This design comes from an exercise in tuning for small area, a short achievable clock period and few clock cycles on the open sky130 flow, not from production work. Function was checked by simulation only, so behaviour that the tests miss may differ from the original.

==> zinc <==
Design lemire_core, start of the top module:
module lemire_core (
    input  wire        clk,
    input  wire        rst,
    input  wire        cmd_valid,
    output wire        cmd_ready,
    input  wire [31:0] cmd,
    input  wire [63:0] op0,
    input  wire [63:0] op1,
    output wire        rsp_valid,
    input  wire        rsp_ready,
    output wire [3:0]  err,
    output wire [63:0] res0,
    output wire [63:0] res1,
    output wire        eng_req,
    input  wire        eng_valid,
    input  wire [31:0] eng_data
);
Settings: LEC_CHECK=0, CAP_MARGIN=20, CORE_MARGIN=2, CORE_UTILIZATION=40, SETUP_SLACK_MARGIN=0.5, SLEW_MARGIN=20, SYNTH_HIERARCHICAL=1; clock period 18.0 ns.
run.sh (not shown) runs the stock make flow with config.mk's settings and CLKGATE_MAP_FILE= SYNTH_SCRIPT=/design/flow/synth_recipe.tcl, a recipe that flattens the netlist after the stock synthesis.
==> inputs of indigo, as changes to zinc <==
--- a/flow/design.v
+++ b/flow/design.v
@@ -38,12 +38,13 @@
     localparam [1:0] RK_RD   = 2'd0;   
     localparam [1:0] RK_R    = 2'd1;   
     localparam [1:0] RK_NEXT = 2'd2;   
     reg [63:0] reg_a, reg_dm1, reg_upper, reg_lower;
     reg        ul_w32;          
     reg        ul_pa;           
+    reg        fix_pend;        
     reg        gv, thrv;
     reg [5:0]  cfg;             
     wire [1:0] cfg_var = cfg[3:2];
     wire       cfg_w64 = cfg[4];
     wire       cfg_sgn = cfg[5];
     reg [63:0] thr_rem;
@@ -51,13 +52,12 @@
     reg        thr_init, thr_run;
     reg        thr_nz;          
     wire       thr_done = !thr_init && !thr_run;
     reg [2:0]  st;
     reg        wc_next, wc_w64, wc_second;    
     reg [63:0] reg_r;           
-    reg [31:0] reg_t;           
     reg [31:0] reg_e;           
     reg [16:0] enc_one, enc_two, enc_neg;     
     reg        e_ok;            
     reg        mx_en;           
     reg        mc_en;           
     reg [1:0]  rk;
@@ -123,40 +123,53 @@
                 booth[34 + j] = ax[2*j+2] & ~(ax[2*j+1] & ax[2*j]);
             end
         end
     endfunction
     wire [63:0] ng_ua   = transpose(op0, f_w, f_sg);
     wire [63:0] ng_diff = op1 - op0;
-    wire        ng_gt31 = (op0[30:0] > op1[30:0]);
-    wire        ng_gt63 = (op0[62:0] > op1[62:0]);
+    wire        ng_gt_lo, ng_eq_lo, ng_gt_hi, ng_eq_hi;
+    lemire_cmp #(.N(31)) u_ngl (.a(op0[30:0]),  .b(op1[30:0]),  .gt(ng_gt_lo), .eq(ng_eq_lo));
+    lemire_cmp #(.N(32)) u_ngh (.a(op0[62:31]), .b(op1[62:31]), .gt(ng_gt_hi), .eq(ng_eq_hi));
+    wire        ng_gt63 = ng_gt_hi || (ng_eq_hi && ng_gt_lo);
     wire        ng_bad  = f_w ? ((op0[63] != op1[63]) ? (op0[63] ^ f_sg) : ng_gt63)
-                              : ((op0[31] != op1[31]) ? (op0[31] ^ f_sg) : ng_gt31);
+                              : ((op0[31] != op1[31]) ? (op0[31] ^ f_sg) : ng_gt_lo);
     wire [63:0] ng_dm1  = mask_w(ng_diff[63:0], f_w);       
     wire        ng_dz   = f_w ? (ng_dm1 == {64{1'b1}}) : (ng_dm1[31:0] == {32{1'b1}});
     wire dist_zero = cfg_w64 ? (reg_dm1 == {64{1'b1}}) : (reg_dm1[31:0] == {32{1'b1}});
     wire [63:0] arch_upper = ul_w32 ? {32'd0, reg_lower[63:32]} : reg_upper;
     wire [63:0] arch_lower = ul_w32 ? {32'd0, reg_lower[31:0]}  : reg_lower;
-    wire        lo_ge_d = (arch_lower > reg_dm1);
-    wire        lo_ge_t = (arch_lower >= thr_rem);
+    wire        cd_gt_lo, cd_eq_lo, cd_gt_hi, cd_eq_hi;
+    wire        ct_gt_lo, ct_eq_lo, ct_gt_hi, ct_eq_hi;
+    lemire_cmp #(.N(32)) u_cdl (.a(reg_lower[31:0]),  .b(reg_dm1[31:0]),  .gt(cd_gt_lo), .eq(cd_eq_lo));
+    lemire_cmp #(.N(32)) u_cdh (.a(reg_lower[63:32]), .b(reg_dm1[63:32]), .gt(cd_gt_hi), .eq(cd_eq_hi));
+    lemire_cmp #(.N(32)) u_ctl (.a(reg_lower[31:0]),  .b(thr_rem[31:0]),  .gt(ct_gt_lo), .eq(ct_eq_lo));
+    lemire_cmp #(.N(32)) u_cth (.a(reg_lower[63:32]), .b(thr_rem[63:32]), .gt(ct_gt_hi), .eq(ct_eq_hi));
+    wire        lo_ge_d = ul_w32 ? cd_gt_lo : (cd_gt_hi || (cd_eq_hi && cd_gt_lo));
+    wire        lo_ge_t = ul_w32 ? (ct_gt_lo || ct_eq_lo) :
+                          (ct_gt_hi || (ct_eq_hi && (ct_gt_lo || ct_eq_lo)));
     wire        chk_ok  = lo_ge_d || (thr_done && lo_ge_t);
     wire        chk_rej = !lo_ge_d && thr_done && !lo_ge_t;
     wire        rd_wait = (rk == RK_RD) && (rreg == 4'd3) && thr_nz && !thr_done;
     assign rsp_valid = ((st == S_RSP) && !rd_wait) || ((st == S_CHK) && chk_ok);
     assign cmd_ready = (st == S_IDLE) || (rsp_valid && rsp_ready);
     wire   cmd_fire  = cmd_valid && cmd_ready;
     wire [63:0] nx_res  = {arch_upper[63] ^ (cfg_sgn && cfg_w64), arch_upper[62:32],
                            arch_upper[31] ^ (cfg_sgn && !cfg_w64), arch_upper[30:0]};
     wire        sum_rd  = (st == S_RD);
+    wire        sum_on  = sum_rd || fix_pend;
     wire        sum_sub = !sum_rd || (rreg == 4'd4);
     wire [63:0] sum_y   = (sum_rd && rreg == 4'd1) ? reg_a :
                           (sum_sub && ul_pa)       ? ~reg_a : 64'd0;
     wire [63:0] sum_x   = (sum_rd && rreg != 4'd4) ? reg_dm1 : arch_upper;
     wire        sum_ci  = (sum_rd && rreg == 4'd2) || (sum_sub && ul_pa);
-    wire [64:0] sum_all = {sum_y, 1'b1} + {sum_x, sum_ci};
+    wire [64:0] ad_y    = sum_on ? {1'b0, sum_y} : {thr_rem, 1'b0};
+    wire [64:0] ad_x    = sum_on ? {1'b0, sum_x} : {1'b1, ~reg_dm1};
+    wire        ad_ci   = sum_on && sum_ci;
+    wire [65:0] ad_all  = {ad_y, 1'b1} + {ad_x, ad_ci};
     wire        sum_w64 = (sum_rd && rreg != 4'd4) ? cfg_w64 : !ul_w32;
-    wire [63:0] sum_m   = mask_w(sum_all[64:1], sum_w64);
+    wire [63:0] sum_m   = mask_w(ad_all[64:1], sum_w64);
     reg [63:0] rd_val;
     always @(*) begin
         case (rreg)
             4'd0:    rd_val = reg_a;
             4'd3:    rd_val = thr_nz ? thr_rem : 64'd0;
             4'd5:    rd_val = arch_lower;
@@ -176,23 +189,25 @@
     wire acc_ext  = cmd_fire && dec_ext;
     wire redraw   = (st == S_CHK) && chk_rej;
     wire ctx_next   = (st == S_WORD) ? wc_next   : 1'b1;
     wire ctx_w64    = (st == S_WORD) ? wc_w64    : cfg_w64;
     wire ctx_second = (st == S_WORD) ? wc_second : 1'b0;
     wire ctx_mul    = ctx_next && !dist_zero;         
-    assign eng_req = ((st == S_WORD) && (e_ok || !ctx_mul)) || (redraw && e_ok);
+    assign eng_req = (st == S_WORD) && (e_ok || !ctx_mul);
     wire   eng_fire = eng_req && eng_valid;
     wire   mul_word = eng_fire && ctx_mul;
     wire ex = (st == S_EX1) || (st == S_EX2);
     wire [95:0]  mul_c = mc_en ? {reg_upper[31:0], reg_lower} :
                          mx_en ? {32'd0, reg_a} : 96'd0;
     wire [31:0]  mul_x = mx_en ? reg_e : 32'd0;
     wire [127:0] mul_m;
     lemire_mac u_mac (.one_i(enc_one), .two_i(enc_two), .neg_i(enc_neg),
                       .b(reg_r), .c(mul_c), .x(mul_x), .m(mul_m));
-    wire [31:0] enc_src = acc_ext ? op0[63:32] : (st == S_EX1) ? reg_t : eng_data;
+    wire        ext_pres = cmd_valid && (f_op == OP_EXTMUL) &&
+                           ((st == S_IDLE) || (st == S_RSP) || (st == S_CHK));
+    wire [31:0] enc_src = ext_pres ? op0[63:32] : (st == S_EX1) ? reg_lower[31:0] : eng_data;
     wire [50:0] enc_nxt = booth(enc_src);
     reg [63:0] d_smear;
     reg [6:0]  d_pos;
     integer i, k;
     always @(*) begin
         d_smear[63] = reg_dm1[63];
@@ -207,44 +222,56 @@
             for (i = 0; i < 64; i = i + 1)
                 if ((i >> k) & 1) d_pos[k] = d_pos[k] | d_oh[i];
         end
         d_pos[6] = 1'b0;
     end
     wire [64:0] thr_dbl  = {thr_rem, 1'b0};
-    wire [64:0] thr_diff = thr_dbl + {1'b1, ~reg_dm1};      
+    wire [64:0] thr_diff = ad_all[65:1];                     
     wire [63:0] thr_next = thr_diff[64] ? thr_dbl[63:0] : thr_diff[63:0];
     always @(posedge clk) begin
         reg_e   <= eng_data;
         enc_one <= enc_nxt[16:0];
         enc_two <= enc_nxt[33:17];
         enc_neg <= enc_nxt[50:34];
-        e_ok    <= eng_valid && !eng_fire && !acc_ext && (st != S_EX1) && !rst;
+        e_ok    <= eng_valid && !eng_fire && !ext_pres && (st != S_EX1) && !rst;
     end
     always @(posedge clk) begin
         if (rst) begin
             st       <= S_IDLE;
             gv       <= 1'b0;
             thrv     <= 1'b0;
             thr_nz   <= 1'b0;
             cfg      <= 6'd0;
             thr_init <= 1'b0;
             thr_run  <= 1'b0;
             mx_en    <= 1'b0;
             mc_en    <= 1'b0;
+            fix_pend <= 1'b0;
         end else begin
             if (thr_init) begin
                 thr_init <= 1'b0;
                 thr_rem  <= d_pow2 ? 64'd0 : d_oh;
                 thr_cnt  <= (cfg_w64 ? 7'd64 : 7'd32) - d_pos;
                 thr_run  <= !d_pow2;
-            end else if (thr_run) begin
+            end else if (thr_run && !sum_on) begin
                 thr_rem  <= thr_next;
                 thr_cnt  <= thr_cnt - 7'd1;
                 if (thr_cnt == 7'd1)
                     thr_run <= 1'b0;
             end
+            if (fix_pend) begin
+                reg_a    <= reg_r;
+                fix_pend <= 1'b0;
+                if (ul_pa) begin
+                    if (ul_w32)
+                        reg_lower[63:32] <= sum_m[31:0];
+                    else
+                        reg_upper <= sum_m;
+                    ul_pa <= 1'b0;
+                end
+            end
             if (st == S_RSP && rsp_valid && rsp_ready)
                 st <= S_IDLE;
             if (st == S_CHK) begin
                 if (!lo_ge_d && !thrv) begin
                     thrv   <= 1'b1;
                     thr_nz <= 1'b1;
@@ -276,36 +303,30 @@
                 if (!legal) begin
                     rerr <= ERR_ILLEGAL;
                 end else begin
                     case (f_op)
                     OP_EXTMUL: begin
                         reg_r     <= op1;
-                        reg_t     <= op0[31:0];
+                        reg_lower[31:0] <= op0[31:0];
                         rreg      <= 4'd5;
                         rhi       <= 1'b1;
                         st        <= S_EX1;
                         mx_en     <= 1'b0;
                         mc_en     <= 1'b0;
                     end
                     OP_TOUNS, OP_TOSGN: begin
                         reg_r <= transpose(op0, f_w, f_sg);
                         rk    <= RK_R;
                     end
                     OP_NEWGEN: begin
+                        reg_r <= ng_ua;              
                         if (ng_bad && f_chk) begin
                             rerr <= ERR_RANGE;
                         end else begin
-                            reg_a    <= ng_ua;
+                            fix_pend <= 1'b1;
                             reg_dm1  <= ng_dm1;
-                            if (ul_pa) begin
-                                if (ul_w32)
-                                    reg_lower[63:32] <= sum_m[31:0];
-                                else
-                                    reg_upper <= sum_m;
-                                ul_pa <= 1'b0;
-                            end
                             cfg      <= cmd[9:4];
                             gv       <= 1'b1;
                             thrv     <= (f_var == VAR_RU) && !ng_dz;
                             thr_nz   <= (f_var == VAR_RU) && !ng_dz;
                             thr_init <= 1'b1;
                             thr_run  <= 1'b0;
@@ -334,13 +355,13 @@
                 wc_next   <= dec_next;
                 wc_w64    <= dec_next ? cfg_w64 : f_w;
                 wc_second <= 1'b0;
                 mx_en     <= 1'b1;
                 mc_en     <= 1'b0;
             end
-            if (redraw && !eng_fire) begin
+            if (redraw) begin
                 st        <= S_WORD;
                 wc_next   <= 1'b1;
                 wc_w64    <= cfg_w64;
                 wc_second <= 1'b0;
                 mc_en     <= 1'b0;
             end
@@ -382,12 +403,21 @@
                     end
                 end
             end
         end
     end
 endmodule
+module lemire_cmp #(parameter N = 32) (
+    input  wire [N-1:0] a,
+    input  wire [N-1:0] b,
+    output wire         gt,
+    output wire         eq
+);
+    assign gt = (a > b);
+    assign eq = (a == b);
+endmodule
 module lemire_mac (
     input  wire [16:0]  one_i,
     input  wire [16:0]  two_i,
     input  wire [16:0]  neg_i,
     input  wire [63:0]  b,
     input  wire [95:0]  c,
==> inputs of nickel, as changes to zinc <==
--- a/flow/design.v
+++ b/flow/design.v
@@ -38,12 +38,13 @@
     localparam [1:0] RK_RD   = 2'd0;   
     localparam [1:0] RK_R    = 2'd1;   
     localparam [1:0] RK_NEXT = 2'd2;   
     reg [63:0] reg_a, reg_dm1, reg_upper, reg_lower;
     reg        ul_w32;          
     reg        ul_pa;           
+    reg        fix_pend;        
     reg        gv, thrv;
     reg [5:0]  cfg;             
     wire [1:0] cfg_var = cfg[3:2];
     wire       cfg_w64 = cfg[4];
     wire       cfg_sgn = cfg[5];
     reg [63:0] thr_rem;
@@ -51,13 +52,12 @@
     reg        thr_init, thr_run;
     reg        thr_nz;          
     wire       thr_done = !thr_init && !thr_run;
     reg [2:0]  st;
     reg        wc_next, wc_w64, wc_second;    
     reg [63:0] reg_r;           
-    reg [31:0] reg_t;           
     reg [31:0] reg_e;           
     reg [16:0] enc_one, enc_two, enc_neg;     
     reg        e_ok;            
     reg        mx_en;           
     reg        mc_en;           
     reg [1:0]  rk;
@@ -123,40 +123,53 @@
                 booth[34 + j] = ax[2*j+2] & ~(ax[2*j+1] & ax[2*j]);
             end
         end
     endfunction
     wire [63:0] ng_ua   = transpose(op0, f_w, f_sg);
     wire [63:0] ng_diff = op1 - op0;
-    wire        ng_gt31 = (op0[30:0] > op1[30:0]);
-    wire        ng_gt63 = (op0[62:0] > op1[62:0]);
+    wire        ng_gt_lo, ng_eq_lo, ng_gt_hi, ng_eq_hi;
+    lemire_cmp #(.N(31)) u_ngl (.a(op0[30:0]),  .b(op1[30:0]),  .gt(ng_gt_lo), .eq(ng_eq_lo));
+    lemire_cmp #(.N(32)) u_ngh (.a(op0[62:31]), .b(op1[62:31]), .gt(ng_gt_hi), .eq(ng_eq_hi));
+    wire        ng_gt63 = ng_gt_hi || (ng_eq_hi && ng_gt_lo);
     wire        ng_bad  = f_w ? ((op0[63] != op1[63]) ? (op0[63] ^ f_sg) : ng_gt63)
-                              : ((op0[31] != op1[31]) ? (op0[31] ^ f_sg) : ng_gt31);
+                              : ((op0[31] != op1[31]) ? (op0[31] ^ f_sg) : ng_gt_lo);
     wire [63:0] ng_dm1  = mask_w(ng_diff[63:0], f_w);       
     wire        ng_dz   = f_w ? (ng_dm1 == {64{1'b1}}) : (ng_dm1[31:0] == {32{1'b1}});
     wire dist_zero = cfg_w64 ? (reg_dm1 == {64{1'b1}}) : (reg_dm1[31:0] == {32{1'b1}});
     wire [63:0] arch_upper = ul_w32 ? {32'd0, reg_lower[63:32]} : reg_upper;
     wire [63:0] arch_lower = ul_w32 ? {32'd0, reg_lower[31:0]}  : reg_lower;
-    wire        lo_ge_d = (arch_lower > reg_dm1);
-    wire        lo_ge_t = (arch_lower >= thr_rem);
+    wire        cd_gt_lo, cd_eq_lo, cd_gt_hi, cd_eq_hi;
+    wire        ct_gt_lo, ct_eq_lo, ct_gt_hi, ct_eq_hi;
+    lemire_cmp #(.N(32)) u_cdl (.a(reg_lower[31:0]),  .b(reg_dm1[31:0]),  .gt(cd_gt_lo), .eq(cd_eq_lo));
+    lemire_cmp #(.N(32)) u_cdh (.a(reg_lower[63:32]), .b(reg_dm1[63:32]), .gt(cd_gt_hi), .eq(cd_eq_hi));
+    lemire_cmp #(.N(32)) u_ctl (.a(reg_lower[31:0]),  .b(thr_rem[31:0]),  .gt(ct_gt_lo), .eq(ct_eq_lo));
+    lemire_cmp #(.N(32)) u_cth (.a(reg_lower[63:32]), .b(thr_rem[63:32]), .gt(ct_gt_hi), .eq(ct_eq_hi));
+    wire        lo_ge_d = ul_w32 ? cd_gt_lo : (cd_gt_hi || (cd_eq_hi && cd_gt_lo));
+    wire        lo_ge_t = ul_w32 ? (ct_gt_lo || ct_eq_lo) :
+                          (ct_gt_hi || (ct_eq_hi && (ct_gt_lo || ct_eq_lo)));
     wire        chk_ok  = lo_ge_d || (thr_done && lo_ge_t);
     wire        chk_rej = !lo_ge_d && thr_done && !lo_ge_t;
     wire        rd_wait = (rk == RK_RD) && (rreg == 4'd3) && thr_nz && !thr_done;
     assign rsp_valid = ((st == S_RSP) && !rd_wait) || ((st == S_CHK) && chk_ok);
     assign cmd_ready = (st == S_IDLE) || (rsp_valid && rsp_ready);
     wire   cmd_fire  = cmd_valid && cmd_ready;
     wire [63:0] nx_res  = {arch_upper[63] ^ (cfg_sgn && cfg_w64), arch_upper[62:32],
                            arch_upper[31] ^ (cfg_sgn && !cfg_w64), arch_upper[30:0]};
     wire        sum_rd  = (st == S_RD);
+    wire        sum_on  = sum_rd || fix_pend;
     wire        sum_sub = !sum_rd || (rreg == 4'd4);
     wire [63:0] sum_y   = (sum_rd && rreg == 4'd1) ? reg_a :
                           (sum_sub && ul_pa)       ? ~reg_a : 64'd0;
     wire [63:0] sum_x   = (sum_rd && rreg != 4'd4) ? reg_dm1 : arch_upper;
     wire        sum_ci  = (sum_rd && rreg == 4'd2) || (sum_sub && ul_pa);
-    wire [64:0] sum_all = {sum_y, 1'b1} + {sum_x, sum_ci};
+    wire [64:0] ad_y    = sum_on ? {1'b0, sum_y} : {thr_rem, 1'b0};
+    wire [64:0] ad_x    = sum_on ? {1'b0, sum_x} : {1'b1, ~reg_dm1};
+    wire        ad_ci   = sum_on && sum_ci;
+    wire [65:0] ad_all  = {ad_y, 1'b1} + {ad_x, ad_ci};
     wire        sum_w64 = (sum_rd && rreg != 4'd4) ? cfg_w64 : !ul_w32;
-    wire [63:0] sum_m   = mask_w(sum_all[64:1], sum_w64);
+    wire [63:0] sum_m   = mask_w(ad_all[64:1], sum_w64);
     reg [63:0] rd_val;
     always @(*) begin
         case (rreg)
             4'd0:    rd_val = reg_a;
             4'd3:    rd_val = thr_nz ? thr_rem : 64'd0;
             4'd5:    rd_val = arch_lower;
@@ -186,13 +199,13 @@
     wire [95:0]  mul_c = mc_en ? {reg_upper[31:0], reg_lower} :
                          mx_en ? {32'd0, reg_a} : 96'd0;
     wire [31:0]  mul_x = mx_en ? reg_e : 32'd0;
     wire [127:0] mul_m;
     lemire_mac u_mac (.one_i(enc_one), .two_i(enc_two), .neg_i(enc_neg),
                       .b(reg_r), .c(mul_c), .x(mul_x), .m(mul_m));
-    wire [31:0] enc_src = acc_ext ? op0[63:32] : (st == S_EX1) ? reg_t : eng_data;
+    wire [31:0] enc_src = acc_ext ? op0[63:32] : (st == S_EX1) ? reg_lower[31:0] : eng_data;
     wire [50:0] enc_nxt = booth(enc_src);
     reg [63:0] d_smear;
     reg [6:0]  d_pos;
     integer i, k;
     always @(*) begin
         d_smear[63] = reg_dm1[63];
@@ -207,13 +220,13 @@
             for (i = 0; i < 64; i = i + 1)
                 if ((i >> k) & 1) d_pos[k] = d_pos[k] | d_oh[i];
         end
         d_pos[6] = 1'b0;
     end
     wire [64:0] thr_dbl  = {thr_rem, 1'b0};
-    wire [64:0] thr_diff = thr_dbl + {1'b1, ~reg_dm1};      
+    wire [64:0] thr_diff = ad_all[65:1];                     
     wire [63:0] thr_next = thr_diff[64] ? thr_dbl[63:0] : thr_diff[63:0];
     always @(posedge clk) begin
         reg_e   <= eng_data;
         enc_one <= enc_nxt[16:0];
         enc_two <= enc_nxt[33:17];
         enc_neg <= enc_nxt[50:34];
@@ -227,24 +240,36 @@
             thr_nz   <= 1'b0;
             cfg      <= 6'd0;
             thr_init <= 1'b0;
             thr_run  <= 1'b0;
             mx_en    <= 1'b0;
             mc_en    <= 1'b0;
+            fix_pend <= 1'b0;
         end else begin
             if (thr_init) begin
                 thr_init <= 1'b0;
                 thr_rem  <= d_pow2 ? 64'd0 : d_oh;
                 thr_cnt  <= (cfg_w64 ? 7'd64 : 7'd32) - d_pos;
                 thr_run  <= !d_pow2;
-            end else if (thr_run) begin
+            end else if (thr_run && !sum_on) begin
                 thr_rem  <= thr_next;
                 thr_cnt  <= thr_cnt - 7'd1;
                 if (thr_cnt == 7'd1)
                     thr_run <= 1'b0;
             end
+            if (fix_pend) begin
+                reg_a    <= reg_r;
+                fix_pend <= 1'b0;
+                if (ul_pa) begin
+                    if (ul_w32)
+                        reg_lower[63:32] <= sum_m[31:0];
+                    else
+                        reg_upper <= sum_m;
+                    ul_pa <= 1'b0;
+                end
+            end
             if (st == S_RSP && rsp_valid && rsp_ready)
                 st <= S_IDLE;
             if (st == S_CHK) begin
                 if (!lo_ge_d && !thrv) begin
                     thrv   <= 1'b1;
                     thr_nz <= 1'b1;
@@ -276,36 +301,30 @@
                 if (!legal) begin
                     rerr <= ERR_ILLEGAL;
                 end else begin
                     case (f_op)
                     OP_EXTMUL: begin
                         reg_r     <= op1;
-                        reg_t     <= op0[31:0];
+                        reg_lower[31:0] <= op0[31:0];
                         rreg      <= 4'd5;
                         rhi       <= 1'b1;
                         st        <= S_EX1;
                         mx_en     <= 1'b0;
                         mc_en     <= 1'b0;
                     end
                     OP_TOUNS, OP_TOSGN: begin
                         reg_r <= transpose(op0, f_w, f_sg);
                         rk    <= RK_R;
                     end
                     OP_NEWGEN: begin
+                        reg_r <= ng_ua;              
                         if (ng_bad && f_chk) begin
                             rerr <= ERR_RANGE;
                         end else begin
-                            reg_a    <= ng_ua;
+                            fix_pend <= 1'b1;
                             reg_dm1  <= ng_dm1;
-                            if (ul_pa) begin
-                                if (ul_w32)
-                                    reg_lower[63:32] <= sum_m[31:0];
-                                else
-                                    reg_upper <= sum_m;
-                                ul_pa <= 1'b0;
-                            end
                             cfg      <= cmd[9:4];
                             gv       <= 1'b1;
                             thrv     <= (f_var == VAR_RU) && !ng_dz;
                             thr_nz   <= (f_var == VAR_RU) && !ng_dz;
                             thr_init <= 1'b1;
                             thr_run  <= 1'b0;
@@ -382,12 +401,21 @@
                     end
                 end
             end
         end
     end
 endmodule
+module lemire_cmp #(parameter N = 32) (
+    input  wire [N-1:0] a,
+    input  wire [N-1:0] b,
+    output wire         gt,
+    output wire         eq
+);
+    assign gt = (a > b);
+    assign eq = (a == b);
+endmodule
 module lemire_mac (
     input  wire [16:0]  one_i,
     input  wire [16:0]  two_i,
     input  wire [16:0]  neg_i,
     input  wire [63:0]  b,
     input  wire [95:0]  c,
==> run notes <==
Tapcells=~3k; status=no timing/DRC/antenna violations; H-tree Lvls=2; Critical Path End=eng_req; seq_cells=505
(the above is from nickel)
==> run notes <==
H-tree Lvls=3; Critical Path End=eng_req; seq_cells=537; Die Height=between 400 and 500 um; status=no timing/DRC/antenna violations; Tapcells=approximately 3.2k; RSZ-0062 raised after global routing=no
(the above is from zinc)
==> run notes <==
DP Wirelength=377,000 um; # diodes=37; status=no timing/DRC/antenna violations; clock sinks=approximately 510; Critical Path End=cmd_ready; Tapcells=about 3k; CTS root buffer=clkbuf_16; seq_cells=505; Die Height=between 400 and 500 um
(the above is from indigo)
Testbench counts of zinc, summed over its fixed seeds: cycles 7,491.
Testbench counts of indigo, summed over its fixed seeds: cycles 7,511.
Testbench counts of nickel, summed over its fixed seeds: cycles 7,491.

==> re-timing with driven ports <==
In the flow no input, the clock included, has a driving cell. The finished layouts below were timed again as built, in two steps. Step 1 sets driving cells, clkbuf_16 on the clock port and buf_2 on the other inputs (assumed; they add their load-dependent delay and slew). Step 2, shift: input delay + t, output delay - t, t = (earliest + latest rising clock arrival at the registers) / 2. This alone moves slack from input paths to output paths. a / b / c = no drivers / after step 1 / after step 2; a / b = the first two.
| run | shift t [ns] | setup WS [ns] | pins driven straight from the clock port |
|---|---|---|---|
| zinc | 0.793 | 7.974 / 7.888 / 8.266 | 1 |
| indigo | 0.809 | 8.608 / 8.523 / 8.453 | 1 |
| nickel | 0.803 | 8.418 / 8.324 / 8.553 | 1 |
After both steps every run listed still meets setup and hold. The setup slack of indigo, which loses most, moves by -0.085 ns with the drivers and by -0.155 ns with both steps.
